This design comes from an exercise in tuning for small area, a short achievable clock period and few clock cycles on the open sky130 flow, not from production work. At most, simulation tests tie the RTL to the original design; equivalence was not proved. For run 1, only the layout was checked, not whether the RTL still works. Power figures rest on the tool's default switching activity, not on a simulated workload.

==> flow/design.v, too long to show whole: its modules and the start of the top module <==
// module tpb_codec: 818 lines
// module tpb_fmt: 20 lines
// module tpb_opd: 40 lines
// module tpb_legal: 30 lines
// module tpb_dec: 34 lines
// module tpb_resmux: 35 lines
// module tpb_rsp: 46 lines
// module tpb_ctl: 36 lines
// module tpb_pw: 27 lines
module tpb_codec (
    input  wire        clk,
    input  wire        rst,         
    input  wire        cmd_valid,
    output wire        cmd_ready,
    input  wire [31:0] cmd_word,
    input  wire [63:0] cmd_opd,
    input  wire [15:0] cmd_flen,
    input  wire        frm_valid,
    output wire        frm_ready,
    input  wire [7:0]  frm_data,
    output wire        rsp_valid,
    output wire [7:0]  rsp_status,
    output wire [63:0] rsp_res
);
  // ...
==> flow/flow/run.sh <==
#!/bin/bash
# Layout flow: the standard flow (standard.sh, ORFS) with two settings
# that ORFS reads from the environment:
#  - BUFFER_PORTS_ARGS: the port buffers are sky130_fd_sc_hd__buf_2 cells
#    (every input and output port still gets its own buffer);
#  - CTS_ARGS: the clock tree is built as the standard flow builds it, but
#    without dummy load cells.
# The clock period, the SDC and every other step are the standard flow's.
set -euo pipefail
export BUFFER_PORTS_ARGS="-buffer_cell sky130_fd_sc_hd__buf_2"
export CTS_ARGS="-sink_clustering_enable -repair_clock_nets -dont_use_dummy_load -sink_clustering_size 30 -sink_clustering_max_diameter 75 -buf_list sky130_fd_sc_hd__clkbuf_16"
bash standard.sh > standard.log 2>&1
==> flow/standard.sh <==
#!/bin/bash
# synth_recipe.tcl (not shown) runs the flow's synth.tcl, then flattens the netlist and writes it again
# the make line also repeats each setting of config.mk as NAME=value (left out here)
make -C /OpenROAD-flow-scripts/flow DESIGN_CONFIG=/design/flow/config.mk WORK_HOME=/design/flow/orfs CLKGATE_MAP_FILE= SYNTH_SCRIPT=/design/flow/synth_recipe.tcl "${@:-finish}"
==> flow/config.mk <==
export PLATFORM = sky130hd
export DESIGN_NAME = tpb_codec
export DESIGN_NICKNAME = tpb_codec
export VERILOG_FILES = /design/flow/design.v
export SDC_FILE = /design/flow/constraint.sdc
export NUM_CORES = 8
export LEC_CHECK = 0
export ABC_AREA = 1
export CAP_MARGIN = 20
export CORE_MARGIN = 2
export CORE_UTILIZATION = 40
export CTS_BUF_LIST = sky130_fd_sc_hd__clkbuf_16
export CTS_CLUSTER_DIAMETER = 75
export CTS_CLUSTER_SIZE = 30
export SLEW_MARGIN = 70
export SYNTH_HIERARCHICAL = 1
==> flow/constraint.sdc <==
create_clock -name core_clock -period 70.0 [get_ports {clk}]
set_input_delay 14.0000 -clock core_clock [delete_from_list [all_inputs] [get_ports {clk}]]
set_output_delay 14.0000 -clock core_clock [all_outputs]
set_load 0.01 [all_outputs]
==> summary.txt, run 1 <==
worst r2r src=p[10][7]; Critical Path Sink=rsp_status[2]; num rows=130; clk buf depth=3; Post-Syn Area=50,600 sq um; TAP cells=1,650; initial core utilization=40.3%; status=no timing/DRC/antenna violations; Logic pwr share=11.4%; leading cell types in the layout, fill and taps excluded=dfxtp_1 (1,604), nand2_1 (877), inv_1 (519), nor2_1 (329), buf_2 (179); largest net degree at the start of global routing=77; multi-input logic area=13,200 sq um; M2 GR Usage=27.2%; CP max-delay cell=dfxtp_1; sequential power=1010 uW; biggest regs=ring (1408), p (96), xq (66); post-placement cell count=6,451; Final Hold Fails=0; sequential cell area share=63.0%; maximum clock rate=0.0649 GHz; Synth Warn #=13; antenna cells=2; routed vias/inst=4.58; Sw Share=24.5%; Reg area=35,100 sq um; WL met2=49,300 microns; internal power=1270 uW; first-pass GRT wire length=169,000 microns; commonest non-fill, non-tap cell in the layout=dfxtp_1; fraction of area in multi-input gates=23.7%; final core occ=44.4%; First-pass DRT Iterations=6; met3 WL=5630 microns; leakage power=0.0241 uW
==> module tpb_codec, before the edit <==
module tpb_codec (
    input  wire        clk,
    input  wire        rst,         
    input  wire        cmd_valid,
    output wire        cmd_ready,
    input  wire [31:0] cmd_word,
    input  wire [63:0] cmd_opd,
    input  wire [15:0] cmd_flen,
    input  wire        frm_valid,
    output wire        frm_ready,
    input  wire [7:0]  frm_data,
    output wire        rsp_valid,
    output wire [7:0]  rsp_status,
    output wire [63:0] rsp_res
);
    localparam [3:0] ST_OK          = 4'h0;
    localparam [3:0] ST_BAD_SYNC    = 4'h1;
    localparam [3:0] ST_BAD_SIZE    = 4'h2;
    localparam [3:0] ST_BAD_PID     = 4'h3;
    localparam [3:0] ST_BAD_ADAPT   = 4'h4;
    localparam [3:0] ST_UNKNOWN_PKT = 4'h5;
    localparam [3:0] ST_BAD_OFFSET  = 4'h6;
    localparam [3:0] ST_ILLEGAL     = 4'hD;
    localparam NR = 11;             
    localparam RL = 16;             
    localparam DIV_K   = 8;
    localparam DIV_PAD = 2;
    localparam DIV_CYC = 8;
    localparam XW      = DIV_PAD + 64;
    reg [7:0]  p [0:11];            
    reg [7:0]  ring [0:NR-1][0:RL-1];
    reg [3:0]  ph;                  
    reg [3:0]  dofs;                
    reg [6:0]  err;                 
    reg        rv_q;
    reg [3:0]  rs_q;
    reg [41:0] rr_q;
    reg        crdy_q;
    reg        frdy_q;
    reg        clr_q;
    reg [3:0]  ccnt;
    reg        in_load;
    reg [7:0]  tk;                  
    reg        fb_v;
    reg [7:0]  fb_d;
    reg        load_ok;
    reg        sp_pend;
    reg [2:0]  a_op;                
    reg [7:0]  a_idx;
    reg [7:0]  a_dat;
    reg        w_pend;
    reg [7:0]  w_idx;
    reg [7:0]  w_dat;
    reg           busy;
    reg           sysrst_q;         
    reg [2:0]     ecnt;
    reg [XW-1:0]  xq;
    reg [6:0]     rem;
    assign cmd_ready  = crdy_q;
    assign frm_ready  = frdy_q;
    assign rsp_valid  = rv_q;
    assign rsp_status = {4'd0, rs_q};
    assign rsp_res    = {22'd0, rr_q};
    wire fire = cmd_valid & crdy_q;
    wire take = frm_valid & frdy_q;
    wire [1:0]  afc     = p[3][5:4];
    wire        has_af  = afc[1];
    wire        has_pl  = afc[0];
    wire [7:0]  af_len  = p[4];
    wire [12:0] pid     = {p[1][4:0], p[2]};
    wire        has_pcr = has_af & p[5][4];
    wire [32:0] base = {p[6], p[7], p[8], p[9], p[10][7]};
    wire [8:0]  ext  = {p[10][0], p[11]};
    wire [41:0] res;
    wire [33:0] at_p, at_g, at_s;
    wire [34:0] at_c;
    assign at_p[0] = base[2] ^ base[0];
    assign at_g[0] = base[2] & base[0];
    assign at_p[1] = base[3] ^ base[1];
    assign at_g[1] = base[3] & base[1];
    assign at_p[2] = base[4] ^ base[2];
    assign at_g[2] = base[4] & base[2];
    assign at_p[3] = base[5] ^ base[3];
    assign at_g[3] = base[5] & base[3];
    assign at_p[4] = base[6] ^ base[4];
    assign at_g[4] = base[6] & base[4];
    assign at_p[5] = base[7] ^ base[5];
    assign at_g[5] = base[7] & base[5];
    assign at_p[6] = base[8] ^ base[6];
    assign at_g[6] = base[8] & base[6];
    assign at_p[7] = base[9] ^ base[7];
    assign at_g[7] = base[9] & base[7];
    assign at_p[8] = base[10] ^ base[8];
    assign at_g[8] = base[10] & base[8];
    assign at_p[9] = base[11] ^ base[9];
    assign at_g[9] = base[11] & base[9];
    assign at_p[10] = base[12] ^ base[10];
    assign at_g[10] = base[12] & base[10];
    assign at_p[11] = base[13] ^ base[11];
    assign at_g[11] = base[13] & base[11];
    assign at_p[12] = base[14] ^ base[12];
    assign at_g[12] = base[14] & base[12];
    assign at_p[13] = base[15] ^ base[13];
    assign at_g[13] = base[15] & base[13];
    assign at_p[14] = base[16] ^ base[14];
    assign at_g[14] = base[16] & base[14];
    assign at_p[15] = base[17] ^ base[15];
    assign at_g[15] = base[17] & base[15];
    assign at_p[16] = base[18] ^ base[16];
    assign at_g[16] = base[18] & base[16];
    assign at_p[17] = base[19] ^ base[17];
    assign at_g[17] = base[19] & base[17];
    assign at_p[18] = base[20] ^ base[18];
    assign at_g[18] = base[20] & base[18];
    assign at_p[19] = base[21] ^ base[19];
    assign at_g[19] = base[21] & base[19];
    assign at_p[20] = base[22] ^ base[20];
    assign at_g[20] = base[22] & base[20];
    assign at_p[21] = base[23] ^ base[21];
    assign at_g[21] = base[23] & base[21];
    assign at_p[22] = base[24] ^ base[22];
    assign at_g[22] = base[24] & base[22];
    assign at_p[23] = base[25] ^ base[23];
    assign at_g[23] = base[25] & base[23];
    assign at_p[24] = base[26] ^ base[24];
    assign at_g[24] = base[26] & base[24];
    assign at_p[25] = base[27] ^ base[25];
    assign at_g[25] = base[27] & base[25];
    assign at_p[26] = base[28] ^ base[26];
    assign at_g[26] = base[28] & base[26];
    assign at_p[27] = base[29] ^ base[27];
    assign at_g[27] = base[29] & base[27];
    assign at_p[28] = base[30] ^ base[28];
    assign at_g[28] = base[30] & base[28];
    assign at_p[29] = base[31] ^ base[29];
    assign at_g[29] = base[31] & base[29];
    assign at_p[30] = base[32] ^ base[30];
    assign at_g[30] = base[32] & base[30];
    assign at_p[31] = 1'b0 ^ base[31];
    assign at_g[31] = 1'b0 & base[31];
    assign at_p[32] = 1'b0 ^ base[32];
    assign at_g[32] = 1'b0 & base[32];
    assign at_p[33] = 1'b0 ^ 1'b0;
    assign at_g[33] = 1'b0 & 1'b0;
    assign at_c[0] = 1'b0;
    assign at_c[1] = at_g[0] | (at_p[0] & at_c[0]);
    assign at_c[2] = at_g[1] | (at_p[1] & at_c[1]);
    assign at_c[3] = at_g[2] | (at_p[2] & at_c[2]);
    assign at_c[4] = at_g[3] | (at_p[3] & at_c[3]);
    assign at_c[5] = at_g[4] | (at_p[4] & at_c[4]);
    assign at_c[6] = at_g[5] | (at_p[5] & at_c[5]);
    assign at_c[7] = at_g[6] | (at_p[6] & at_c[6]);
    assign at_c[8] = at_g[7] | (at_p[7] & at_c[7]);
    assign at_c[9] = at_g[8] | (at_p[8] & at_c[8]);
    assign at_c[10] = at_g[9] | (at_p[9] & at_c[9]);
    assign at_c[11] = at_g[10] | (at_p[10] & at_c[10]);
    assign at_c[12] = at_g[11] | (at_p[11] & at_c[11]);
    assign at_c[13] = at_g[12] | (at_p[12] & at_c[12]);
    assign at_c[14] = at_g[13] | (at_p[13] & at_c[13]);
    assign at_c[15] = at_g[14] | (at_p[14] & at_c[14]);
    assign at_c[16] = at_g[15] | (at_p[15] & at_c[15]);
    assign at_c[17] = at_g[16] | (at_p[16] & at_c[16]);
    assign at_c[18] = at_g[17] | (at_p[17] & at_c[17]);
    assign at_c[19] = at_g[18] | (at_p[18] & at_c[18]);
    assign at_c[20] = at_g[19] | (at_p[19] & at_c[19]);
    assign at_c[21] = (at_g[20]) | (at_c[20] & at_p[20]);
    assign at_c[22] = (at_g[21]) | (at_g[20] & at_p[21]) | (at_c[20] & at_p[20] & at_p[21]);
    assign at_c[23] = (at_g[22]) | (at_g[21] & at_p[22]) | (at_g[20] & at_p[21] & at_p[22]) | (at_c[20] & at_p[20] & at_p[21] & at_p[22]);
    assign at_c[24] = (at_g[23]) | (at_g[22] & at_p[23]) | (at_g[21] & at_p[22] & at_p[23]) | (at_g[20] & at_p[21] & at_p[22] & at_p[23]) | (at_c[20] & at_p[20] & at_p[21] & at_p[22] & at_p[23]);
    assign at_c[25] = (at_g[24]) | (at_c[24] & at_p[24]);
    assign at_c[26] = (at_g[25]) | (at_g[24] & at_p[25]) | (at_c[24] & at_p[24] & at_p[25]);
    assign at_c[27] = (at_g[26]) | (at_g[25] & at_p[26]) | (at_g[24] & at_p[25] & at_p[26]) | (at_c[24] & at_p[24] & at_p[25] & at_p[26]);
    assign at_c[28] = (at_g[27]) | (at_g[26] & at_p[27]) | (at_g[25] & at_p[26] & at_p[27]) | (at_g[24] & at_p[25] & at_p[26] & at_p[27]) | (at_c[24] & at_p[24] & at_p[25] & at_p[26] & at_p[27]);
    assign at_c[29] = (at_g[28]) | (at_c[28] & at_p[28]);
    assign at_c[30] = (at_g[29]) | (at_g[28] & at_p[29]) | (at_c[28] & at_p[28] & at_p[29]);
    assign at_c[31] = (at_g[30]) | (at_g[29] & at_p[30]) | (at_g[28] & at_p[29] & at_p[30]) | (at_c[28] & at_p[28] & at_p[29] & at_p[30]);
    assign at_c[32] = (at_g[31]) | (at_g[30] & at_p[31]) | (at_g[29] & at_p[30] & at_p[31]) | (at_g[28] & at_p[29] & at_p[30] & at_p[31]) | (at_c[28] & at_p[28] & at_p[29] & at_p[30] & at_p[31]);
    assign at_c[33] = (at_g[32]) | (at_c[32] & at_p[32]);
    assign at_c[34] = (at_g[33]) | (at_g[32] & at_p[33]) | (at_c[32] & at_p[32] & at_p[33]);
    assign at_s[0] = at_p[0] ^ at_c[0];
    assign at_s[1] = at_p[1] ^ at_c[1];
    assign at_s[2] = at_p[2] ^ at_c[2];
    assign at_s[3] = at_p[3] ^ at_c[3];
    assign at_s[4] = at_p[4] ^ at_c[4];
    assign at_s[5] = at_p[5] ^ at_c[5];
    assign at_s[6] = at_p[6] ^ at_c[6];
    assign at_s[7] = at_p[7] ^ at_c[7];
    assign at_s[8] = at_p[8] ^ at_c[8];
    assign at_s[9] = at_p[9] ^ at_c[9];
    assign at_s[10] = at_p[10] ^ at_c[10];
    assign at_s[11] = at_p[11] ^ at_c[11];
    assign at_s[12] = at_p[12] ^ at_c[12];
    assign at_s[13] = at_p[13] ^ at_c[13];
    assign at_s[14] = at_p[14] ^ at_c[14];
    assign at_s[15] = at_p[15] ^ at_c[15];
    assign at_s[16] = at_p[16] ^ at_c[16];
    assign at_s[17] = at_p[17] ^ at_c[17];
    assign at_s[18] = at_p[18] ^ at_c[18];
    assign at_s[19] = at_p[19] ^ at_c[19];
    assign at_s[20] = at_p[20] ^ at_c[20];
    assign at_s[21] = at_p[21] ^ at_c[21];
    assign at_s[22] = at_p[22] ^ at_c[22];
    assign at_s[23] = at_p[23] ^ at_c[23];
    assign at_s[24] = at_p[24] ^ at_c[24];
    assign at_s[25] = at_p[25] ^ at_c[25];
    assign at_s[26] = at_p[26] ^ at_c[26];
    assign at_s[27] = at_p[27] ^ at_c[27];
    assign at_s[28] = at_p[28] ^ at_c[28];
    assign at_s[29] = at_p[29] ^ at_c[29];
    assign at_s[30] = at_p[30] ^ at_c[30];
    assign at_s[31] = at_p[31] ^ at_c[31];
    assign at_s[32] = at_p[32] ^ at_c[32];
    assign at_s[33] = at_p[33] ^ at_c[33];
    wire [35:0] t = {at_s[33], at_s[32], at_s[31], at_s[30], at_s[29], at_s[28], at_s[27], at_s[26], at_s[25], at_s[24], at_s[23], at_s[22], at_s[21], at_s[20], at_s[19], at_s[18], at_s[17], at_s[16], at_s[15], at_s[14], at_s[13], at_s[12], at_s[11], at_s[10], at_s[9], at_s[8], at_s[7], at_s[6], at_s[5], at_s[4], at_s[3], at_s[2], at_s[1], at_s[0], base[1], base[0]};
    wire [35:0] aq_p, aq_g, aq_s;
    wire [36:0] aq_c;
    assign aq_p[0] = t[0] ^ ext[6];
    assign aq_g[0] = t[0] & ext[6];
    assign aq_p[1] = t[1] ^ ext[7];
    assign aq_g[1] = t[1] & ext[7];
    assign aq_p[2] = t[2] ^ ext[8];
    assign aq_g[2] = t[2] & ext[8];
    assign aq_p[3] = t[3] ^ 1'b0;
    assign aq_g[3] = t[3] & 1'b0;
    assign aq_p[4] = t[4] ^ 1'b0;
    assign aq_g[4] = t[4] & 1'b0;
    assign aq_p[5] = t[5] ^ 1'b0;
    assign aq_g[5] = t[5] & 1'b0;
    assign aq_p[6] = t[6] ^ 1'b0;
    assign aq_g[6] = t[6] & 1'b0;
    assign aq_p[7] = t[7] ^ 1'b0;
    assign aq_g[7] = t[7] & 1'b0;
    assign aq_p[8] = t[8] ^ 1'b0;
    assign aq_g[8] = t[8] & 1'b0;
    assign aq_p[9] = t[9] ^ 1'b0;
    assign aq_g[9] = t[9] & 1'b0;
    assign aq_p[10] = t[10] ^ 1'b0;
    assign aq_g[10] = t[10] & 1'b0;
    assign aq_p[11] = t[11] ^ 1'b0;
    assign aq_g[11] = t[11] & 1'b0;
    assign aq_p[12] = t[12] ^ 1'b0;
    assign aq_g[12] = t[12] & 1'b0;
    assign aq_p[13] = t[13] ^ 1'b0;
    assign aq_g[13] = t[13] & 1'b0;
    assign aq_p[14] = t[14] ^ 1'b0;
    assign aq_g[14] = t[14] & 1'b0;
    assign aq_p[15] = t[15] ^ 1'b0;
    assign aq_g[15] = t[15] & 1'b0;
    assign aq_p[16] = t[16] ^ 1'b0;
    assign aq_g[16] = t[16] & 1'b0;
    assign aq_p[17] = t[17] ^ 1'b0;
    assign aq_g[17] = t[17] & 1'b0;
    assign aq_p[18] = t[18] ^ 1'b0;
    assign aq_g[18] = t[18] & 1'b0;
    assign aq_p[19] = t[19] ^ 1'b0;
    assign aq_g[19] = t[19] & 1'b0;
    assign aq_p[20] = t[20] ^ 1'b0;
    assign aq_g[20] = t[20] & 1'b0;
    assign aq_p[21] = t[21] ^ 1'b0;
    assign aq_g[21] = t[21] & 1'b0;
    assign aq_p[22] = t[22] ^ 1'b0;
    assign aq_g[22] = t[22] & 1'b0;
    assign aq_p[23] = t[23] ^ 1'b0;
    assign aq_g[23] = t[23] & 1'b0;
    assign aq_p[24] = t[24] ^ 1'b0;
    assign aq_g[24] = t[24] & 1'b0;
    assign aq_p[25] = t[25] ^ 1'b0;
    assign aq_g[25] = t[25] & 1'b0;
    assign aq_p[26] = t[26] ^ 1'b0;
    assign aq_g[26] = t[26] & 1'b0;
    assign aq_p[27] = t[27] ^ 1'b0;
    assign aq_g[27] = t[27] & 1'b0;
    assign aq_p[28] = t[28] ^ 1'b0;
    assign aq_g[28] = t[28] & 1'b0;
    assign aq_p[29] = t[29] ^ 1'b0;
    assign aq_g[29] = t[29] & 1'b0;
    assign aq_p[30] = t[30] ^ 1'b0;
    assign aq_g[30] = t[30] & 1'b0;
    assign aq_p[31] = t[31] ^ 1'b0;
    assign aq_g[31] = t[31] & 1'b0;
    assign aq_p[32] = t[32] ^ 1'b0;
    assign aq_g[32] = t[32] & 1'b0;
    assign aq_p[33] = t[33] ^ 1'b0;
    assign aq_g[33] = t[33] & 1'b0;
    assign aq_p[34] = t[34] ^ 1'b0;
    assign aq_g[34] = t[34] & 1'b0;
    assign aq_p[35] = t[35] ^ 1'b0;
    assign aq_g[35] = t[35] & 1'b0;
    assign aq_c[0] = 1'b0;
    assign aq_c[1] = aq_g[0] | (aq_p[0] & aq_c[0]);
    assign aq_c[2] = aq_g[1] | (aq_p[1] & aq_c[1]);
    assign aq_c[3] = aq_g[2] | (aq_p[2] & aq_c[2]);
    assign aq_c[4] = aq_g[3] | (aq_p[3] & aq_c[3]);
    assign aq_c[5] = aq_g[4] | (aq_p[4] & aq_c[4]);
    assign aq_c[6] = aq_g[5] | (aq_p[5] & aq_c[5]);
    assign aq_c[7] = aq_g[6] | (aq_p[6] & aq_c[6]);
    assign aq_c[8] = aq_g[7] | (aq_p[7] & aq_c[7]);
    assign aq_c[9] = aq_g[8] | (aq_p[8] & aq_c[8]);
    assign aq_c[10] = aq_g[9] | (aq_p[9] & aq_c[9]);
    assign aq_c[11] = aq_g[10] | (aq_p[10] & aq_c[10]);
    assign aq_c[12] = aq_g[11] | (aq_p[11] & aq_c[11]);
    assign aq_c[13] = aq_g[12] | (aq_p[12] & aq_c[12]);
    assign aq_c[14] = aq_g[13] | (aq_p[13] & aq_c[13]);
    assign aq_c[15] = aq_g[14] | (aq_p[14] & aq_c[14]);
    assign aq_c[16] = aq_g[15] | (aq_p[15] & aq_c[15]);
    assign aq_c[17] = aq_g[16] | (aq_p[16] & aq_c[16]);
    assign aq_c[18] = aq_g[17] | (aq_p[17] & aq_c[17]);
    assign aq_c[19] = aq_g[18] | (aq_p[18] & aq_c[18]);
    assign aq_c[20] = aq_g[19] | (aq_p[19] & aq_c[19]);
    assign aq_c[21] = aq_g[20] | (aq_p[20] & aq_c[20]);
    assign aq_c[22] = aq_g[21] | (aq_p[21] & aq_c[21]);
    assign aq_c[23] = aq_g[22] | (aq_p[22] & aq_c[22]);
    assign aq_c[24] = aq_g[23] | (aq_p[23] & aq_c[23]);
    assign aq_c[25] = aq_g[24] | (aq_p[24] & aq_c[24]);
    assign aq_c[26] = aq_g[25] | (aq_p[25] & aq_c[25]);
    assign aq_c[27] = aq_g[26] | (aq_p[26] & aq_c[26]);
    assign aq_c[28] = aq_g[27] | (aq_p[27] & aq_c[27]);
    assign aq_c[29] = aq_g[28] | (aq_p[28] & aq_c[28]);
    assign aq_c[30] = aq_g[29] | (aq_p[29] & aq_c[29]);
    assign aq_c[31] = aq_g[30] | (aq_p[30] & aq_c[30]);
    assign aq_c[32] = aq_g[31] | (aq_p[31] & aq_c[31]);
    assign aq_c[33] = aq_g[32] | (aq_p[32] & aq_c[32]);
    assign aq_c[34] = aq_g[33] | (aq_p[33] & aq_c[33]);
    assign aq_c[35] = aq_g[34] | (aq_p[34] & aq_c[34]);
    assign aq_c[36] = aq_g[35] | (aq_p[35] & aq_c[35]);
    assign aq_s[0] = aq_p[0] ^ aq_c[0];
    assign aq_s[1] = aq_p[1] ^ aq_c[1];
    assign aq_s[2] = aq_p[2] ^ aq_c[2];
    assign aq_s[3] = aq_p[3] ^ aq_c[3];
    assign aq_s[4] = aq_p[4] ^ aq_c[4];
    assign aq_s[5] = aq_p[5] ^ aq_c[5];
    assign aq_s[6] = aq_p[6] ^ aq_c[6];
    assign aq_s[7] = aq_p[7] ^ aq_c[7];
    assign aq_s[8] = aq_p[8] ^ aq_c[8];
    assign aq_s[9] = aq_p[9] ^ aq_c[9];
    assign aq_s[10] = aq_p[10] ^ aq_c[10];
    assign aq_s[11] = aq_p[11] ^ aq_c[11];
    assign aq_s[12] = aq_p[12] ^ aq_c[12];
    assign aq_s[13] = aq_p[13] ^ aq_c[13];
    assign aq_s[14] = aq_p[14] ^ aq_c[14];
    assign aq_s[15] = aq_p[15] ^ aq_c[15];
    assign aq_s[16] = aq_p[16] ^ aq_c[16];
    assign aq_s[17] = aq_p[17] ^ aq_c[17];
    assign aq_s[18] = aq_p[18] ^ aq_c[18];
    assign aq_s[19] = aq_p[19] ^ aq_c[19];
    assign aq_s[20] = aq_p[20] ^ aq_c[20];
    assign aq_s[21] = aq_p[21] ^ aq_c[21];
    assign aq_s[22] = aq_p[22] ^ aq_c[22];
    assign aq_s[23] = aq_p[23] ^ aq_c[23];
    assign aq_s[24] = aq_p[24] ^ aq_c[24];
    assign aq_s[25] = aq_p[25] ^ aq_c[25];
    assign aq_s[26] = aq_p[26] ^ aq_c[26];
    assign aq_s[27] = aq_p[27] ^ aq_c[27];
    assign aq_s[28] = aq_p[28] ^ aq_c[28];
    assign aq_s[29] = aq_p[29] ^ aq_c[29];
    assign aq_s[30] = aq_p[30] ^ aq_c[30];
    assign aq_s[31] = aq_p[31] ^ aq_c[31];
    assign aq_s[32] = aq_p[32] ^ aq_c[32];
    assign aq_s[33] = aq_p[33] ^ aq_c[33];
    assign aq_s[34] = aq_p[34] ^ aq_c[34];
    assign aq_s[35] = aq_p[35] ^ aq_c[35];
    wire [39:0] q = {aq_s[35], aq_s[34], aq_s[33], aq_s[32], aq_s[31], aq_s[30], aq_s[29], aq_s[28], aq_s[27], aq_s[26], aq_s[25], aq_s[24], aq_s[23], aq_s[22], aq_s[21], aq_s[20], aq_s[19], aq_s[18], aq_s[17], aq_s[16], aq_s[15], aq_s[14], aq_s[13], aq_s[12], aq_s[11], aq_s[10], aq_s[9], aq_s[8], aq_s[7], aq_s[6], aq_s[5], aq_s[4], aq_s[3], aq_s[2], aq_s[1], aq_s[0], ext[5], ext[4], ext[3], ext[2]};
    wire [39:0] aw_p, aw_g, aw_s;
    wire [40:0] aw_c;
    assign aw_p[0] = q[0] ^ ~t[0];
    assign aw_g[0] = q[0] & ~t[0];
    assign aw_p[1] = q[1] ^ ~t[1];
    assign aw_g[1] = q[1] & ~t[1];
    assign aw_p[2] = q[2] ^ ~t[2];
    assign aw_g[2] = q[2] & ~t[2];
    assign aw_p[3] = q[3] ^ ~t[3];
    assign aw_g[3] = q[3] & ~t[3];
    assign aw_p[4] = q[4] ^ ~t[4];
    assign aw_g[4] = q[4] & ~t[4];
    assign aw_p[5] = q[5] ^ ~t[5];
    assign aw_g[5] = q[5] & ~t[5];
    assign aw_p[6] = q[6] ^ ~t[6];
    assign aw_g[6] = q[6] & ~t[6];
    assign aw_p[7] = q[7] ^ ~t[7];
    assign aw_g[7] = q[7] & ~t[7];
    assign aw_p[8] = q[8] ^ ~t[8];
    assign aw_g[8] = q[8] & ~t[8];
    assign aw_p[9] = q[9] ^ ~t[9];
    assign aw_g[9] = q[9] & ~t[9];
    assign aw_p[10] = q[10] ^ ~t[10];
    assign aw_g[10] = q[10] & ~t[10];
    assign aw_p[11] = q[11] ^ ~t[11];
    assign aw_g[11] = q[11] & ~t[11];
    assign aw_p[12] = q[12] ^ ~t[12];
    assign aw_g[12] = q[12] & ~t[12];
    assign aw_p[13] = q[13] ^ ~t[13];
    assign aw_g[13] = q[13] & ~t[13];
    assign aw_p[14] = q[14] ^ ~t[14];
    assign aw_g[14] = q[14] & ~t[14];
    assign aw_p[15] = q[15] ^ ~t[15];
    assign aw_g[15] = q[15] & ~t[15];
    assign aw_p[16] = q[16] ^ ~t[16];
    assign aw_g[16] = q[16] & ~t[16];
    assign aw_p[17] = q[17] ^ ~t[17];
    assign aw_g[17] = q[17] & ~t[17];
    assign aw_p[18] = q[18] ^ ~t[18];
    assign aw_g[18] = q[18] & ~t[18];
    assign aw_p[19] = q[19] ^ ~t[19];
    assign aw_g[19] = q[19] & ~t[19];
    assign aw_p[20] = q[20] ^ ~t[20];
    assign aw_g[20] = q[20] & ~t[20];
    assign aw_p[21] = q[21] ^ ~t[21];
    assign aw_g[21] = q[21] & ~t[21];
    assign aw_p[22] = q[22] ^ ~t[22];
    assign aw_g[22] = q[22] & ~t[22];
    assign aw_p[23] = q[23] ^ ~t[23];
    assign aw_g[23] = q[23] & ~t[23];
    assign aw_p[24] = q[24] ^ ~t[24];
    assign aw_g[24] = q[24] & ~t[24];
    assign aw_p[25] = q[25] ^ ~t[25];
    assign aw_g[25] = q[25] & ~t[25];
    assign aw_p[26] = q[26] ^ ~t[26];
    assign aw_g[26] = q[26] & ~t[26];
    assign aw_p[27] = q[27] ^ ~t[27];
    assign aw_g[27] = q[27] & ~t[27];
    assign aw_p[28] = q[28] ^ ~t[28];
    assign aw_g[28] = q[28] & ~t[28];
    assign aw_p[29] = q[29] ^ ~t[29];
    assign aw_g[29] = q[29] & ~t[29];
    assign aw_p[30] = q[30] ^ ~t[30];
    assign aw_g[30] = q[30] & ~t[30];
    assign aw_p[31] = q[31] ^ ~t[31];
    assign aw_g[31] = q[31] & ~t[31];
    assign aw_p[32] = q[32] ^ ~t[32];
    assign aw_g[32] = q[32] & ~t[32];
    assign aw_p[33] = q[33] ^ ~t[33];
    assign aw_g[33] = q[33] & ~t[33];
    assign aw_p[34] = q[34] ^ ~t[34];
    assign aw_g[34] = q[34] & ~t[34];
    assign aw_p[35] = q[35] ^ ~t[35];
    assign aw_g[35] = q[35] & ~t[35];
    assign aw_p[36] = q[36] ^ 1'b1;
    assign aw_g[36] = q[36] & 1'b1;
    assign aw_p[37] = q[37] ^ 1'b1;
    assign aw_g[37] = q[37] & 1'b1;
    assign aw_p[38] = q[38] ^ 1'b1;
    assign aw_g[38] = q[38] & 1'b1;
    assign aw_p[39] = q[39] ^ 1'b1;
    assign aw_g[39] = q[39] & 1'b1;
    assign aw_c[0] = 1'b1;
    assign aw_c[1] = aw_g[0] | (aw_p[0] & aw_c[0]);
    assign aw_c[2] = aw_g[1] | (aw_p[1] & aw_c[1]);
    assign aw_c[3] = aw_g[2] | (aw_p[2] & aw_c[2]);
    assign aw_c[4] = aw_g[3] | (aw_p[3] & aw_c[3]);
    assign aw_c[5] = aw_g[4] | (aw_p[4] & aw_c[4]);
    assign aw_c[6] = aw_g[5] | (aw_p[5] & aw_c[5]);
    assign aw_c[7] = aw_g[6] | (aw_p[6] & aw_c[6]);
    assign aw_c[8] = aw_g[7] | (aw_p[7] & aw_c[7]);
    assign aw_c[9] = aw_g[8] | (aw_p[8] & aw_c[8]);
    assign aw_c[10] = aw_g[9] | (aw_p[9] & aw_c[9]);
    assign aw_c[11] = aw_g[10] | (aw_p[10] & aw_c[10]);
    assign aw_c[12] = aw_g[11] | (aw_p[11] & aw_c[11]);
    assign aw_c[13] = aw_g[12] | (aw_p[12] & aw_c[12]);
    assign aw_c[14] = aw_g[13] | (aw_p[13] & aw_c[13]);
    assign aw_c[15] = aw_g[14] | (aw_p[14] & aw_c[14]);
    assign aw_c[16] = aw_g[15] | (aw_p[15] & aw_c[15]);
    assign aw_c[17] = aw_g[16] | (aw_p[16] & aw_c[16]);
    assign aw_c[18] = aw_g[17] | (aw_p[17] & aw_c[17]);
    assign aw_c[19] = aw_g[18] | (aw_p[18] & aw_c[18]);
    assign aw_c[20] = aw_g[19] | (aw_p[19] & aw_c[19]);
    assign aw_c[21] = aw_g[20] | (aw_p[20] & aw_c[20]);
    assign aw_c[22] = aw_g[21] | (aw_p[21] & aw_c[21]);
    assign aw_c[23] = aw_g[22] | (aw_p[22] & aw_c[22]);
    assign aw_c[24] = aw_g[23] | (aw_p[23] & aw_c[23]);
    assign aw_c[25] = (aw_g[24]) | (aw_c[24] & aw_p[24]);
    assign aw_c[26] = (aw_g[25]) | (aw_g[24] & aw_p[25]) | (aw_c[24] & aw_p[24] & aw_p[25]);
    assign aw_c[27] = (aw_g[26]) | (aw_g[25] & aw_p[26]) | (aw_g[24] & aw_p[25] & aw_p[26]) | (aw_c[24] & aw_p[24] & aw_p[25] & aw_p[26]);
    assign aw_c[28] = (aw_g[27]) | (aw_g[26] & aw_p[27]) | (aw_g[25] & aw_p[26] & aw_p[27]) | (aw_g[24] & aw_p[25] & aw_p[26] & aw_p[27]) | (aw_c[24] & aw_p[24] & aw_p[25] & aw_p[26] & aw_p[27]);
    assign aw_c[29] = (aw_g[28]) | (aw_c[28] & aw_p[28]);
    assign aw_c[30] = (aw_g[29]) | (aw_g[28] & aw_p[29]) | (aw_c[28] & aw_p[28] & aw_p[29]);
    assign aw_c[31] = (aw_g[30]) | (aw_g[29] & aw_p[30]) | (aw_g[28] & aw_p[29] & aw_p[30]) | (aw_c[28] & aw_p[28] & aw_p[29] & aw_p[30]);
    assign aw_c[32] = (aw_g[31]) | (aw_g[30] & aw_p[31]) | (aw_g[29] & aw_p[30] & aw_p[31]) | (aw_g[28] & aw_p[29] & aw_p[30] & aw_p[31]) | (aw_c[28] & aw_p[28] & aw_p[29] & aw_p[30] & aw_p[31]);
    assign aw_c[33] = (aw_g[32]) | (aw_c[32] & aw_p[32]);
    assign aw_c[34] = (aw_g[33]) | (aw_g[32] & aw_p[33]) | (aw_c[32] & aw_p[32] & aw_p[33]);
    assign aw_c[35] = (aw_g[34]) | (aw_g[33] & aw_p[34]) | (aw_g[32] & aw_p[33] & aw_p[34]) | (aw_c[32] & aw_p[32] & aw_p[33] & aw_p[34]);
    assign aw_c[36] = (aw_g[35]) | (aw_g[34] & aw_p[35]) | (aw_g[33] & aw_p[34] & aw_p[35]) | (aw_g[32] & aw_p[33] & aw_p[34] & aw_p[35]) | (aw_c[32] & aw_p[32] & aw_p[33] & aw_p[34] & aw_p[35]);
    assign aw_c[37] = (aw_g[36]) | (aw_c[36] & aw_p[36]);
    assign aw_c[38] = (aw_g[37]) | (aw_g[36] & aw_p[37]) | (aw_c[36] & aw_p[36] & aw_p[37]);
    assign aw_c[39] = (aw_g[38]) | (aw_g[37] & aw_p[38]) | (aw_g[36] & aw_p[37] & aw_p[38]) | (aw_c[36] & aw_p[36] & aw_p[37] & aw_p[38]);
    assign aw_c[40] = (aw_g[39]) | (aw_g[38] & aw_p[39]) | (aw_g[37] & aw_p[38] & aw_p[39]) | (aw_g[36] & aw_p[37] & aw_p[38] & aw_p[39]) | (aw_c[36] & aw_p[36] & aw_p[37] & aw_p[38] & aw_p[39]);
    assign aw_s[0] = aw_p[0] ^ aw_c[0];
    assign aw_s[1] = aw_p[1] ^ aw_c[1];
    assign aw_s[2] = aw_p[2] ^ aw_c[2];
    assign aw_s[3] = aw_p[3] ^ aw_c[3];
    assign aw_s[4] = aw_p[4] ^ aw_c[4];
    assign aw_s[5] = aw_p[5] ^ aw_c[5];
    assign aw_s[6] = aw_p[6] ^ aw_c[6];
    assign aw_s[7] = aw_p[7] ^ aw_c[7];
    assign aw_s[8] = aw_p[8] ^ aw_c[8];
    assign aw_s[9] = aw_p[9] ^ aw_c[9];
    assign aw_s[10] = aw_p[10] ^ aw_c[10];
    assign aw_s[11] = aw_p[11] ^ aw_c[11];
    assign aw_s[12] = aw_p[12] ^ aw_c[12];
    assign aw_s[13] = aw_p[13] ^ aw_c[13];
    assign aw_s[14] = aw_p[14] ^ aw_c[14];
    assign aw_s[15] = aw_p[15] ^ aw_c[15];
    assign aw_s[16] = aw_p[16] ^ aw_c[16];
    assign aw_s[17] = aw_p[17] ^ aw_c[17];
    assign aw_s[18] = aw_p[18] ^ aw_c[18];
    assign aw_s[19] = aw_p[19] ^ aw_c[19];
    assign aw_s[20] = aw_p[20] ^ aw_c[20];
    assign aw_s[21] = aw_p[21] ^ aw_c[21];
    assign aw_s[22] = aw_p[22] ^ aw_c[22];
    assign aw_s[23] = aw_p[23] ^ aw_c[23];
    assign aw_s[24] = aw_p[24] ^ aw_c[24];
    assign aw_s[25] = aw_p[25] ^ aw_c[25];
    assign aw_s[26] = aw_p[26] ^ aw_c[26];
    assign aw_s[27] = aw_p[27] ^ aw_c[27];
    assign aw_s[28] = aw_p[28] ^ aw_c[28];
    assign aw_s[29] = aw_p[29] ^ aw_c[29];
    assign aw_s[30] = aw_p[30] ^ aw_c[30];
    assign aw_s[31] = aw_p[31] ^ aw_c[31];
    assign aw_s[32] = aw_p[32] ^ aw_c[32];
    assign aw_s[33] = aw_p[33] ^ aw_c[33];
    assign aw_s[34] = aw_p[34] ^ aw_c[34];
    assign aw_s[35] = aw_p[35] ^ aw_c[35];
    assign aw_s[36] = aw_p[36] ^ aw_c[36];
    assign aw_s[37] = aw_p[37] ^ aw_c[37];
    assign aw_s[38] = aw_p[38] ^ aw_c[38];
    assign aw_s[39] = aw_p[39] ^ aw_c[39];
    wire [39:0] w = {aw_s[39], aw_s[38], aw_s[37], aw_s[36], aw_s[35], aw_s[34], aw_s[33], aw_s[32], aw_s[31], aw_s[30], aw_s[29], aw_s[28], aw_s[27], aw_s[26], aw_s[25], aw_s[24], aw_s[23], aw_s[22], aw_s[21], aw_s[20], aw_s[19], aw_s[18], aw_s[17], aw_s[16], aw_s[15], aw_s[14], aw_s[13], aw_s[12], aw_s[11], aw_s[10], aw_s[9], aw_s[8], aw_s[7], aw_s[6], aw_s[5], aw_s[4], aw_s[3], aw_s[2], aw_s[1], aw_s[0]};
    assign res = {w, ext[1:0]};
    wire [41:0] pcr_rd = res;
    wire       l_big = (af_len >= 8'd183);
    wire [7:0] l_p5  = af_len + 8'd5;           
    wire [7:0] l_m   = 8'd183 - af_len;         
    wire [7:0] af_win_len = (af_len > 8'd183) ? 8'd183 : af_len;
    wire [8:0] pl_off = has_af ? (l_big ? 9'd188 : {1'b0, l_p5}) : 9'd4;
    wire [8:0] pl_len = has_af ? (l_big ? 9'd0 : {1'b0, l_m}) : 9'd184;
    wire [3:0] st_validate = (p[0] != 8'h47) ? ST_BAD_SYNC :
                             (has_af && af_len > 8'd183) ? ST_BAD_ADAPT : ST_OK;
    wire cls_unk = (p[0] != 8'h47) & (p[0] != 8'h80);
    wire cls_80  = (p[0] == 8'h80);
    wire [6:0] err_new;
    assign err_new[0] = rv_q && rs_q == ST_BAD_SYNC;
    assign err_new[1] = rv_q && rs_q == ST_BAD_SIZE;
    assign err_new[2] = rv_q && rs_q == ST_BAD_PID;
    assign err_new[3] = rv_q && rs_q == ST_BAD_ADAPT;
    assign err_new[4] = rv_q && rs_q == ST_UNKNOWN_PKT;
    assign err_new[5] = rv_q && rs_q == ST_BAD_OFFSET;
    assign err_new[6] = rv_q && rs_q == ST_ILLEGAL;
    wire [6:0]  err_eff  = err | err_new;
    wire [7:0] fidx  = tk - 8'd1;                   
    wire       fb_static = (fidx < 8'd12);
    wire       a_static  = (a_idx < 8'd12);
    wire       sp_rdb    = (a_op == 3'b000);    
    wire       sp_wr     = (a_op == 3'b001);    
    wire       sp_tsc    = (a_op == 3'b100);    
    wire       sp_afc    = (a_op == 3'b101);    
    wire       sp_clrpcr = (a_op == 3'b111);    
    wire       sp_clrerr = (a_op == 3'b110);    
    wire [7:0] raddr = w_pend ? w_idx : (fb_v ? fidx : a_idx);
    wire [7:0] rj    = raddr - 8'd12;
    wire [3:0] rring = rj[7:4];
    wire [3:0] rslot = rj[3:0] + dofs;
    wire       at_wr = (rslot == ph);                
    wire       at_rd = (rslot[2:0] == ph[2:0]);      
    wire ld_w  = fb_v & ((fidx == 8'd0) ? (fb_d == 8'h47) : load_ok);
    wire w_go  = w_pend & at_wr & ~clr_q;
    wire sp_go = sp_pend & ~w_pend & (a_static | (~clr_q & (sp_wr ? at_wr : at_rd)));
    wire [7:0] saddr = fb_v ? fidx : a_idx;
    wire       s_we  = fb_v ? (ld_w & fb_static) : (sp_go & sp_wr & a_static);
    wire [7:0] sbus  = fb_v ? fb_d : a_dat;
    wire       r_we  = w_go | (ld_w & ~fb_static) | (sp_go & sp_wr & ~a_static);
    wire [7:0] rbus  = clr_q ? 8'd0 : (w_pend ? w_dat : (fb_v ? fb_d : a_dat));
    reg [7:0] ring_rd;
    integer ri;
    always @* begin
        ring_rd = 8'd0;
        for (ri = 0; ri < NR; ri = ri + 1)
            if (rring == ri) ring_rd = ring_rd | ((rslot[3] ^ ph[3]) ? ring[ri][8] : ring[ri][0]);
    end
    reg [7:0] static_rd;
    always @* begin
        case (a_idx[3:0])
            4'd0: static_rd = p[0];   4'd1: static_rd = p[1];   4'd2: static_rd = p[2];
            4'd3: static_rd = p[3];   4'd4: static_rd = p[4];   4'd5: static_rd = p[5];
            4'd6: static_rd = p[6];   4'd7: static_rd = p[7];   4'd8: static_rd = p[8];
            4'd9: static_rd = p[9];   4'd10: static_rd = p[10]; default: static_rd = p[11];
        endcase
    end
    wire [7:0] rd_byte   = a_static ? static_rd : ring_rd;
    reg [6:0]       st_r;
    reg [DIV_K-1:0] st_q;
    reg [7:0]       st_t;
    integer si;
    always @* begin
        st_r = rem;
        for (si = 0; si < DIV_K; si = si + 1) begin
            st_t = {st_r, xq[XW-1-si]};
            if (st_t >= 8'd75) begin
                st_r = st_t - 8'd75;
                st_q[DIV_K-1-si] = 1'b1;
            end else begin
                st_r = st_t[6:0];
                st_q[DIV_K-1-si] = 1'b0;
            end
        end
    end
    wire [XW-1:0] xq_next  = {xq[XW-DIV_K-1:0], st_q};
    wire          div_last = busy & (ecnt == DIV_CYC - 1);
    wire [32:0]   base_wr  = xq_next[32:0];
    wire [8:0]    ext_wr   = {st_r, xq_next[XW-1:XW-2]};
    wire clr_first = clr_q & (ccnt == 4'd0);
    wire clr_pcr   = sp_go & sp_clrpcr & p[3][5];
    wire [7:0] s_val = (clr_first | clr_pcr) ? 8'd0 : sbus;
    reg [7:0] pn [0:11];
    integer bi;
    always @* begin
        for (bi = 0; bi < 12; bi = bi + 1) begin
            pn[bi] = p[bi];
            if (clr_first || (s_we && saddr[3:0] == bi) || (clr_pcr && bi >= 6))
                pn[bi] = s_val;
        end
        if (sp_go && sp_tsc) pn[3][7:6] = a_dat[1:0];
        if (sp_go && sp_afc) pn[3][5:4] = a_dat[1:0];
        if (clr_pcr) pn[5][4] = 1'b0;
        if (busy && ecnt == 3'd0) begin
            if (!p[3][5]) pn[3][5:4] = 2'b11;
            if (p[4] < 8'd7) pn[4] = 8'd7;
            pn[5][4] = 1'b1;
        end
        if (div_last) begin
            pn[6]  = base_wr[32:25];
            pn[7]  = base_wr[24:17];
            pn[8]  = base_wr[16:9];
            pn[9]  = base_wr[8:1];
            pn[10] = {base_wr[0], 6'b111111, ext_wr[8]};
            pn[11] = ext_wr[7:0];
        end
    end
    wire [95:0] p_cur  = {p[11], p[10], p[9], p[8], p[7], p[6], p[5], p[4], p[3], p[2], p[1], p[0]};
    wire [95:0] p_slow = {pn[11], pn[10], pn[9], pn[8], pn[7], pn[6], pn[5], pn[4], pn[3], pn[2], pn[1], pn[0]};
    wire [95:0] p_d;
    wire        o_rv_d;
    wire [3:0]  o_rs_d;
    wire [41:0] o_rr_d;
    wire        L_load, L_slow, L_pcr, L_sysrst;
    wire [9:0]  fm;
    wire [34:0] o;
    wire [22:0] dl;
    tpb_fmt u_fmt (.cmd_word(cmd_word), .cmd_flen(cmd_flen), .fm(fm));
    tpb_opd u_opd (.op(cmd_word[7:0]), .o(o));
    wire        ill;
    tpb_legal u_legal (.cmd_word(cmd_word), .ill(ill));
    tpb_dec u_dec (.o(o), .fm(fm), .ill(ill), .dl(dl));
    assign L_load   = dl[1];
    assign L_slow   = dl[4];
    assign L_pcr    = dl[12];
    assign L_sysrst = dl[15];
    wire [41:0] res_m;
    tpb_resmux u_res (
        .o           (o),
        .p_cur       (p_cur),
        .cls_80      (cls_80),
        .af_win_len  (af_win_len),
        .pl_len      (pl_len[7:0]),
        .pl_off      (pl_off[7:0]),
        .pcr_rd      (pcr_rd),
        .err_eff     (err_eff),
        .m           (res_m)
    );
    tpb_rsp u_rsp (
        .fire        (fire),
        .ill         (ill),
        .dl          (dl),
        .f0_ok       (fm[1]),
        .m           (res_m),
        .st_validate (st_validate),
        .cls_unk     (cls_unk),
        .in_load     (in_load),
        .load_done   (in_load & take & (tk == 8'd187)),
        .load_ok     (load_ok),
        .sp_pend     (sp_pend),
        .sp_go       (sp_go),
        .sp_rdb      (sp_rdb),
        .sp_clrerr   (sp_clrerr),
        .err_eff     (err_eff),
        .w_pend      (w_pend),
        .rd_byte     (rd_byte),
        .rv_d        (o_rv_d),
        .rs_d        (o_rs_d),
        .rr_d        (o_rr_d)
    );
    wire [19:0] pw_d;
    tpb_pw u_pw (
        .fire        (fire),
        .dl          (dl),
        .imm         (cmd_word[31:16]),
        .p_slow      (p_slow[27:8]),
        .p_d         (pw_d)
    );
    assign p_d = {p_slow[95:28], pw_d, p_slow[7:0]};
    integer rr, pp;
    always @(posedge clk) begin
        for (rr = 0; rr < NR; rr = rr + 1) begin
            for (pp = 0; pp < RL - 1; pp = pp + 1)
                ring[rr][pp] <= ring[rr][pp + 1];
            if (clr_q || (r_we && rring == rr))
                ring[rr][RL-1] <= rbus;
            else
                ring[rr][RL-1] <= ring[rr][0];
        end
        for (bi = 0; bi < 12; bi = bi + 1)
            p[bi] <= p_d[8*bi +: 8];
        ph <= ph + 4'd1;
        busy <= busy_d;
        if (busy) begin
            xq  <= xq_next;
            rem <= st_r;
            ecnt <= ecnt + 3'd1;
        end else begin
            xq  <= {{DIV_PAD{1'b0}}, cmd_opd};
            rem <= 7'd0;
            ecnt <= 3'd0;
        end
        sp_pend <= sp_pend_d;
        if (!sp_pend) begin
            a_idx <= cmd_word[15:8];
            a_dat <= cmd_word[23:16];
            a_op  <= {cmd_word[5], cmd_word[4], cmd_word[2]};
        end
        w_pend <= w_pend_d;
        if (fb_v && fidx == 8'd0 && fb_d == 8'h47) w_pend <= 1'b0;
        if (!w_pend) begin
            w_idx <= cmd_word[15:8];
            w_dat <= cmd_word[23:16];
        end
        fb_d <= frm_data;
        fb_v <= take & in_load;
        if (take & in_load) tk <= tk1;
        in_load <= in_load_d;
        if (fb_v && fidx == 8'd0) load_ok <= (fb_d == 8'h47);
        if (!in_load) tk <= 8'd0;
        if (ld_w && fidx == 8'd12) dofs <= ph;           
        sysrst_q <= sysrst_d;
        if (clr_q) begin
            ccnt <= ccnt + 4'd1;
            if (ccnt == 4'd15) clr_q <= 1'b0;
        end
        if (sysrst_q) begin
            clr_q  <= 1'b1;
            ccnt   <= 4'd0;
            w_pend <= 1'b0;
        end
        if (sysrst_q || (sp_go && sp_clrerr))
            err <= 7'd0;
        else
            err <= err_eff;
        rv_q <= o_rv_d;
        rs_q <= o_rs_d;
        rr_q <= o_rr_d;
        crdy_q <= crdy_d;
        frdy_q <= frdy_d;
        if (rst) begin
            ph      <= 4'd0;
            dofs    <= 4'd0;
            err     <= 7'd0;
            rv_q    <= 1'b0;
            crdy_q  <= 1'b0;
            frdy_q  <= 1'b0;
            clr_q   <= 1'b1;
            ccnt    <= 4'd0;
            w_pend  <= 1'b0;
            in_load <= 1'b0;
            tk      <= 8'd0;
            fb_v    <= 1'b0;
            load_ok <= 1'b0;
            sp_pend <= 1'b0;
            busy    <= 1'b0;
            sysrst_q <= 1'b0;
        end
    end
    wire [7:0] tk1    = tk + 8'd1;
    wire       ok_n   = (fb_v && fidx == 8'd0) ? (fb_d == 8'h47) : load_ok;
    wire [3:0] dofs_n = (ld_w && fidx == 8'd12) ? ph : dofs;
    wire [3:0] al     = ph + 4'd14 - dofs_n;
    wire       r_free = ~clr_q & ~w_pend;       
    wire fr_b = in_load & (tk < 8'd188) &
                ((tk < 8'd12) | ~ok_n |
                 (r_free & ((tk == 8'd12) | (tk[3:0] == al))));
    wire fr_a = in_load & (tk < 8'd187) &
                ((tk < 8'd11) | ~ok_n |
                 (r_free & ((tk == 8'd11) | (tk == 8'd12) | (tk[3:0] + 4'd1 == al))));
    wire busy_d, sp_pend_d, w_pend_d, in_load_d, sysrst_d, crdy_d, frdy_d;
    tpb_ctl u_ctl (
        .fire       (fire),
        .take       (take),
        .L_load     (dl[1]),
        .L_slow     (dl[4]),
        .L_pcr      (dl[12]),
        .L_sysrst   (dl[15]),
        .L_wrbring  (dl[22]),
        .busy       (busy),
        .div_last   (div_last),
        .sp_pend    (sp_pend),
        .sp_go      (sp_go),
        .w_pend     (w_pend),
        .w_go       (w_go),
        .in_load    (in_load),
        .tk_last    (tk == 8'd187),
        .fr_a       (fr_a),
        .fr_b       (fr_b),
        .sysrst_q   (sysrst_q),
        .busy_d     (busy_d),
        .sp_pend_d  (sp_pend_d),
        .w_pend_d   (w_pend_d),
        .in_load_d  (in_load_d),
        .sysrst_d   (sysrst_d),
        .crdy_d     (crdy_d),
        .frdy_d     (frdy_d)
    );
endmodule
==> module tpb_resmux, before the edit <==
module tpb_resmux (
    input  wire [34:0] o,
    input  wire [95:0] p_cur,
    input  wire        cls_80,
    input  wire [7:0]  af_win_len,
    input  wire [7:0]  pl_len,
    input  wire [7:0]  pl_off,
    input  wire [41:0] pcr_rd,
    input  wire [6:0]  err_eff,
    output wire [41:0] m
);
    wire [7:0] p1 = p_cur[15:8], p2 = p_cur[23:16], p3 = p_cur[31:24], p5 = p_cur[47:40];
    wire       has_af  = p3[5];
    wire       has_pl  = p3[4];
    wire       has_pcr = has_af & p5[4];
    wire [12:0] pid    = {p1[4:0], p2};
    wire [13:0] err_full = {err_eff[6], 6'd0, err_eff[5:0], 1'b0};
    assign m =
        ({42{o[5] & cls_80}} & 42'd1) |
        ({42{o[6]}} & {41'd0, p1[7]}) |
        ({42{o[9]}} & {41'd0, p1[6]}) |
        ({42{o[12]}} & {41'd0, p1[5]}) |
        ({42{o[15]}} & {29'd0, pid}) |
        ({42{o[17]}} & {40'd0, p3[7:6]}) |
        ({42{o[19]}} & {40'd0, p3[5:4]}) |
        ({42{o[21]}} & {38'd0, p3[3:0]}) |
        ({42{o[23]}} & {41'd0, (pid == 13'h1FFF)}) |
        ({42{o[24]}} & {41'd0, has_af}) |
        ({42{o[25]}} & {41'd0, has_pl}) |
        ({42{o[26] & has_af}} & {26'd0, af_win_len, 8'd5}) |
        ({42{o[27] & has_pl}} & {26'd0, pl_len, pl_off}) |
        ({42{o[28]}} & {41'd0, has_pcr}) |
        ({42{o[29] & has_pcr}} & pcr_rd) |
        ({42{o[32]}} & {28'd0, err_full});
endmodule
==> module tpb_rsp, before the edit <==
module tpb_rsp (
    input  wire        fire,
    input  wire        ill,
    input  wire [22:0] dl,
    input  wire        f0_ok,
    input  wire [41:0] m,
    input  wire [3:0]  st_validate,
    input  wire        cls_unk,
    input  wire        in_load,
    input  wire        load_done,
    input  wire        load_ok,
    input  wire        sp_pend,
    input  wire        sp_go,
    input  wire        sp_rdb,
    input  wire        sp_clrerr,
    input  wire [6:0]  err_eff,
    input  wire        w_pend,
    input  wire [7:0]  rd_byte,
    output reg         rv_d,
    output reg  [3:0]  rs_d,
    output reg  [41:0] rr_d
);
    wire L_load = dl[1], L_loadbad = dl[2], L_val = dl[3];
    wire L_slow = dl[4], L_offbad = dl[5], L_cls = dl[6], L_pidbad = dl[8];
    wire [3:0] f_st;
    assign f_st[0] = (L_val & st_validate[0]) | (L_cls & cls_unk) | L_pidbad | ill;
    assign f_st[1] = L_loadbad | L_offbad | L_pidbad;
    assign f_st[2] = (L_val & st_validate[2]) | (L_cls & cls_unk) | L_offbad | ill;
    assign f_st[3] = ill;
    always @* begin
        if (in_load) begin
            rv_d = load_done;
            rs_d = load_ok ? 4'h0 : 4'h1;
            rr_d = 42'd0;
        end else if (sp_pend) begin
            rv_d = sp_go;
            rs_d = 4'h0;
            rr_d = ({42{sp_rdb}} & {34'd0, rd_byte}) |
                   ({42{sp_clrerr}} & {28'd0, err_eff[6], 6'd0, err_eff[5:0], 1'b0});
        end else begin
            rv_d = fire & ~L_load & ~(L_slow & ~(dl[22] & ~w_pend));
            rs_d = f_st;
            rr_d = {42{f0_ok}} & m;
        end
    end
endmodule
==> module tpb_pw, before the edit <==
module tpb_pw (
    input  wire        fire,
    input  wire [22:0] dl,
    input  wire [15:0] imm,
    input  wire [19:0] p_slow,       
    output reg  [19:0] p_d
);
    wire L_pid = dl[7], L_cc = dl[11];
    wire L_tei_s = dl[16], L_tei_c = dl[17], L_pus_s = dl[18], L_pus_c = dl[19];
    wire L_tp_s = dl[20], L_tp_c = dl[21];
    always @* begin
        p_d = p_slow;
        if (fire) begin
            if (L_tei_s) p_d[7] = 1'b1;
            if (L_tei_c) p_d[7] = 1'b0;
            if (L_pus_s) p_d[6] = 1'b1;
            if (L_pus_c) p_d[6] = 1'b0;
            if (L_tp_s)  p_d[5] = 1'b1;
            if (L_tp_c)  p_d[5] = 1'b0;
            if (L_pid) begin
                p_d[4:0]  = imm[12:8];
                p_d[15:8] = imm[7:0];
            end
            if (L_cc)  p_d[19:16] = imm[3:0];
        end
    end
endmodule
==> run 2, diff against run 1 <==
--- a/flow/design.v
+++ b/flow/design.v
@@ -657,3 +657,3 @@
     tpb_resmux u_res (
-        .o           (o),
+        .op          (cmd_word[7:0]),
         .p_cur       (p_cur),
@@ -671,3 +671,3 @@
         .dl          (dl),
-        .f0_ok       (fm[1]),
+        .idx_imm     (cmd_word[31:8]),
         .m           (res_m),
@@ -692,4 +692,3 @@
         .fire        (fire),
-        .dl          (dl),
-        .imm         (cmd_word[31:16]),
+        .cmd_word    (cmd_word),
         .p_slow      (p_slow[27:8]),
@@ -943,3 +942,3 @@
 module tpb_resmux (
-    input  wire [34:0] o,
+    input  wire [7:0]  op,
     input  wire [95:0] p_cur,
@@ -960,18 +959,18 @@
     assign m =
-        ({42{o[5] & cls_80}} & 42'd1) |
-        ({42{o[6]}} & {41'd0, p1[7]}) |
-        ({42{o[9]}} & {41'd0, p1[6]}) |
-        ({42{o[12]}} & {41'd0, p1[5]}) |
-        ({42{o[15]}} & {29'd0, pid}) |
-        ({42{o[17]}} & {40'd0, p3[7:6]}) |
-        ({42{o[19]}} & {40'd0, p3[5:4]}) |
-        ({42{o[21]}} & {38'd0, p3[3:0]}) |
-        ({42{o[23]}} & {41'd0, (pid == 13'h1FFF)}) |
-        ({42{o[24]}} & {41'd0, has_af}) |
-        ({42{o[25]}} & {41'd0, has_pl}) |
-        ({42{o[26] & has_af}} & {26'd0, af_win_len, 8'd5}) |
-        ({42{o[27] & has_pl}} & {26'd0, pl_len, pl_off}) |
-        ({42{o[28]}} & {41'd0, has_pcr}) |
-        ({42{o[29] & has_pcr}} & pcr_rd) |
-        ({42{o[32]}} & {28'd0, err_full});
+        ({42{(op == 8'h05) & cls_80}} & 42'd1) |
+        ({42{(op == 8'h10)}} & {41'd0, p1[7]}) |
+        ({42{(op == 8'h13)}} & {41'd0, p1[6]}) |
+        ({42{(op == 8'h16)}} & {41'd0, p1[5]}) |
+        ({42{(op == 8'h20)}} & {29'd0, pid}) |
+        ({42{(op == 8'h22)}} & {40'd0, p3[7:6]}) |
+        ({42{(op == 8'h24)}} & {40'd0, p3[5:4]}) |
+        ({42{(op == 8'h26)}} & {38'd0, p3[3:0]}) |
+        ({42{(op == 8'h28)}} & {41'd0, (pid == 13'h1FFF)}) |
+        ({42{(op == 8'h30)}} & {41'd0, has_af}) |
+        ({42{(op == 8'h31)}} & {41'd0, has_pl}) |
+        ({42{(op == 8'h32) & has_af}} & {26'd0, af_win_len, 8'd5}) |
+        ({42{(op == 8'h33) & has_pl}} & {26'd0, pl_len, pl_off}) |
+        ({42{(op == 8'h34)}} & {41'd0, has_pcr}) |
+        ({42{(op == 8'h35) & has_pcr}} & pcr_rd) |
+        ({42{(op == 8'hF0)}} & {28'd0, err_full});
 endmodule
@@ -981,3 +980,3 @@
     input  wire [22:0] dl,
-    input  wire        f0_ok,
+    input  wire [23:0] idx_imm,      
     input  wire [41:0] m,
@@ -1001,2 +1000,3 @@
     wire L_slow = dl[4], L_offbad = dl[5], L_cls = dl[6], L_pidbad = dl[8];
+    wire f0_ok = (idx_imm == 24'd0);
     wire [3:0] f_st;
@@ -1061,4 +1061,3 @@
     input  wire        fire,
-    input  wire [22:0] dl,
-    input  wire [15:0] imm,
+    input  wire [31:0] cmd_word,
     input  wire [19:0] p_slow,       
@@ -1066,5 +1065,11 @@
 );
-    wire L_pid = dl[7], L_cc = dl[11];
-    wire L_tei_s = dl[16], L_tei_c = dl[17], L_pus_s = dl[18], L_pus_c = dl[19];
-    wire L_tp_s = dl[20], L_tp_c = dl[21];
+    wire [7:0]  op  = cmd_word[7:0];
+    wire [15:0] imm = cmd_word[31:16];
+    wire z_idx = (cmd_word[15:8] == 8'd0);
+    wire f0    = z_idx & (imm == 16'd0);
+    wire L_pid   = (op == 8'h21) & z_idx & (imm[15:13] == 3'd0);
+    wire L_cc    = (op == 8'h27) & z_idx & (imm[15:4] == 12'd0);
+    wire L_tei_s = (op == 8'h11) & f0, L_tei_c = (op == 8'h12) & f0;
+    wire L_pus_s = (op == 8'h14) & f0, L_pus_c = (op == 8'h15) & f0;
+    wire L_tp_s  = (op == 8'h17) & f0, L_tp_c  = (op == 8'h18) & f0;
     always @* begin
--- a/flow/config.mk
+++ b/flow/config.mk
@@ -14,3 +14,3 @@
 export CTS_CLUSTER_SIZE = 30
-export SLEW_MARGIN = 70
+export SLEW_MARGIN = 20
 export SYNTH_HIERARCHICAL = 1
==> summary.txt, run 2 <==
Crit path depth=1 (unchanged); TritonCTS Buffers=73 (was 81); CP Launch Type=flop (unchanged); Overall Global Routing Usage=18.0% (was 17.0%); crit share post-route=21.9% (was 22.0%); M2 GR Usage=28.8% (was 27.2%); max reg flops=1,408 (unchanged); H-Tree Depth=3 (unchanged); fill count=12.1k (was 11.8k); FF-to-FF path depth=55 (was 56); FF-to-FF End=rr_q[41] (unchanged); CP Class=reg -> out (unchanged); leading cell types in the layout, fill and taps excluded=dfxtp_1 (1,612), nand2_1 (927), inv_1 (507), nor2_1 (299), nand3_1 (199) (was dfxtp_1 (1,604), nand2_1 (877), inv_1 (519), nor2_1 (329), buf_2 (179)); Final Hold Fails=0 (unchanged); Die Footprint=131,000 sq um (was 129,000 sq um); Clk Latency, worst-skew pair=0.69 ns (was 0.72 ns); Critical path origin=rs_q[3] (was rs_q[2]); Post-CTS Resized=0 (unchanged); initial core utilization=40.2% (was 40.3%); DRC viols=0 (unchanged); dpl ws=54.20 ns (was 54.05 ns); worst path bufs/invs=1 (unchanged); met1 GRT Util=23.9% (about the same); Final Max Slew Viols=0 (unchanged); setup bufs post-CTS=0 (unchanged); layout cell share with drive strength beyond 1=10.3% (was 10.8%); Initial DRC Count=2,415 (was 2,017); Synth Warn #=13 (unchanged); final wirelength=119,000 microns (was 111,000 microns); Max Cap Viol=0 (unchanged); fin worst setup slack=54.69 ns (was 54.60 ns); CORE AREA=127,000 sq um (was 126,000 sq um); num rows=131 (was 130); Critical Path Sink=rsp_status[3] (was rsp_status[2]); number of global-route vias before repair=29.7k (was 28.9k); Crit path arrival time=1.31 ns (was 1.40 ns); power consumption=1680 uW (about the same); clk buf depth=3 (unchanged); worst r2r src=p[10][7] (unchanged); CTS root buffer=clkbuf_16 (unchanged); Reg2Reg Setup Slack=56.83 ns (was 56.98 ns); TritonCTS clock tree=built (unchanged); final setup fails=0 (unchanged); GR peak layer=met2 (unchanged); die height=362 microns (was 360 microns); Die Wd=362 microns (was 360 microns); worst-path cell chain=buf_2 (unchanged); routed vias/inst=4.63 (was 4.58); Clock Sink Count=1,707 (unchanged); leakage power=0.0241 uW (about the same); CP max-delay cell=dfxtp_1 (unchanged); worst vdd ir=19.7 uV (was 17.8 uV); port buffer count=172 (unchanged); initial antenna violation count=11 (was 1); Syn Area/Cell=10.7 sq um (was 10.8 sq um); worst hold path type=reg -> reg (unchanged); Worst setup EP type=output port (unchanged); Final #Nets=5,239 (was 5,161); crit-path max cell delay=0.41 ns (was 0.56 ns); Detail Route Antenna Nets=0 (unchanged); commonest non-fill, non-tap cell in the layout=dfxtp_1 (unchanged); biggest regs=ring (1408), p (96), xq (66) (unchanged); Hold-fix buffers, CTS=0 (unchanged); Critical Path Fanout Max=5 (was 4); GRT Residual Overflow=0 (unchanged); slew margin rel.=22.2%; GP Congestion=0.922 (was 0.938); largest net degree at the start of global routing=64 (was 77); Biggest register=ring (unchanged); Top Family by Delay on Critical Path=flip-flops (unchanged); CP required=56.00 ns (about the same); maximum clock rate=0.0653 GHz (was 0.0649 GHz); final setup TNS=0 ns (unchanged); DR vias=30.7k (was 29.9k); register clock-pin slew on the reported worst setup and hold paths=0.10 ns (about the same); met3 GRT Util=3.16% (was 2.30%); First-pass DRT Iterations=6 (unchanged); clock skew=0.131 ns (was 0.113 ns); Period minus WS final=15.31 ns (was 15.40 ns); WL/cell=17.9 microns (was 16.9 microns); Worst-Margin Slew=1.16 ns; IO Count=199 (unchanged); RSZ-0062 raised after global routing=false (unchanged); P per Cell Area=30.2 nW/um^2 (about the same); Post-Syn Area=51,200 sq um (was 50,600 sq um); synthesis-to-finish area growth=8.90% (was 10.3%); Detail Placement HPWL=86,100 microns (was 80,900 microns); first-pass GRT wire length=179,000 microns (was 169,000 microns); Gate Count Post-Synth=4,784 (was 4,686); status=no timing/DRC/antenna violations (unchanged)
## run 2: metrics by stage
step | instances | area, sq um | util [%] | hold slack, ns
finish | 6633 | 55700 | 43.8 | 0.304
global route | 6627 | 55700 | 43.8 | 0.301
CTS | 6625 | 55700 | 43.8 | 0.298
detailed placement | 6552 | 53900 | 42.4 | 0.312
global placement | 6552 | 53900 | 42.4 | 0.310
floorplan | 4809 | 51300 | - | 0.310
## run 2: power breakdown
group / switching [uW] / internal (uW) / total [uW]
Clock: 275 / 188 / 463
Combinational: 140 / 74.0 / 214
Sequential: 11.6 / 993 / 1000
## run 2: layer usage
layer | part of all wire, % | vias up | wire, microns
li1 | - | 15300 | -
met1 | 45 | 14400 | 53800
met2 | 44 | 746 | 52700
met3 | 5.5 | 239 | 6530
met4 | 4.8 | 2 | 5650
met5 | 0.0093 | - | 11
## run 2: worst min-delay path by stage
stage / startpoint / slack [ns] / depth (start not counted) / endpoint
detailed placement: ring[133][5] / 0.31 / 0 / ring[132][5]
floorplan: ring[1][0] / 0.31 / 0 / ring[0][0]
CTS: ring[27][2] / 0.30 / 0 / ring[26][2]
finish: ring[18][0] / 0.30 / 0 / ring[17][0]
global placement: ring[158][3] / 0.31 / 0 / ring[157][3]
global route: ring[9][0] / 0.30 / 0 / ring[8][0]
## run 2: cell type report
type	instances	area [sq um]	area share (%)
multi-input combinational	2438	13500	24.2
clock buffer	73	1830	3.28
sequential	1707	35100	63.0
inverter	532	2000	3.58
antenna	7	17.5	0.0314
timing repair buffer	214	1190	2.13
tap	1662	2080	3.73
Testbench counts of run 2, summed over its fixed seeds: cycles 41,912.

[re-timing with driven ports]
The results above use ideal ports. As a check the final layouts listed here were re-extracted and re-timed, cells and wires unchanged. Step 1 sets driving cells, clkbuf_16 on the clock port and buf_2 on the other inputs (assumed; they add their load-dependent delay and slew). Step 2 also shifts input and output timing later by t, the mid clock arrival at the registers, as if the neighbouring blocks saw the same clock. a / b / c = ideal ports / drivers / drivers and shift; a / b = the first two.
run | shift t [ns] | setup WS [ns] | hold slack, ns | clock arrival spread, ns | pins driven straight from the clock port
run 1 | 0.730 | 54.601 / 54.523 / 53.996 | 0.267 / 0.267 / 0.267 | 0.133 / 0.133 | 1
run 2 | 0.695 | 54.691 / 54.624 / 54.014 | 0.304 / 0.304 / 0.304 | 0.137 / 0.136 | 1
After both steps setup and hold are still met in every run listed. The setup slack of run 2, which loses most, moves by -0.067 ns with the drivers and by -0.677 ns with both steps.
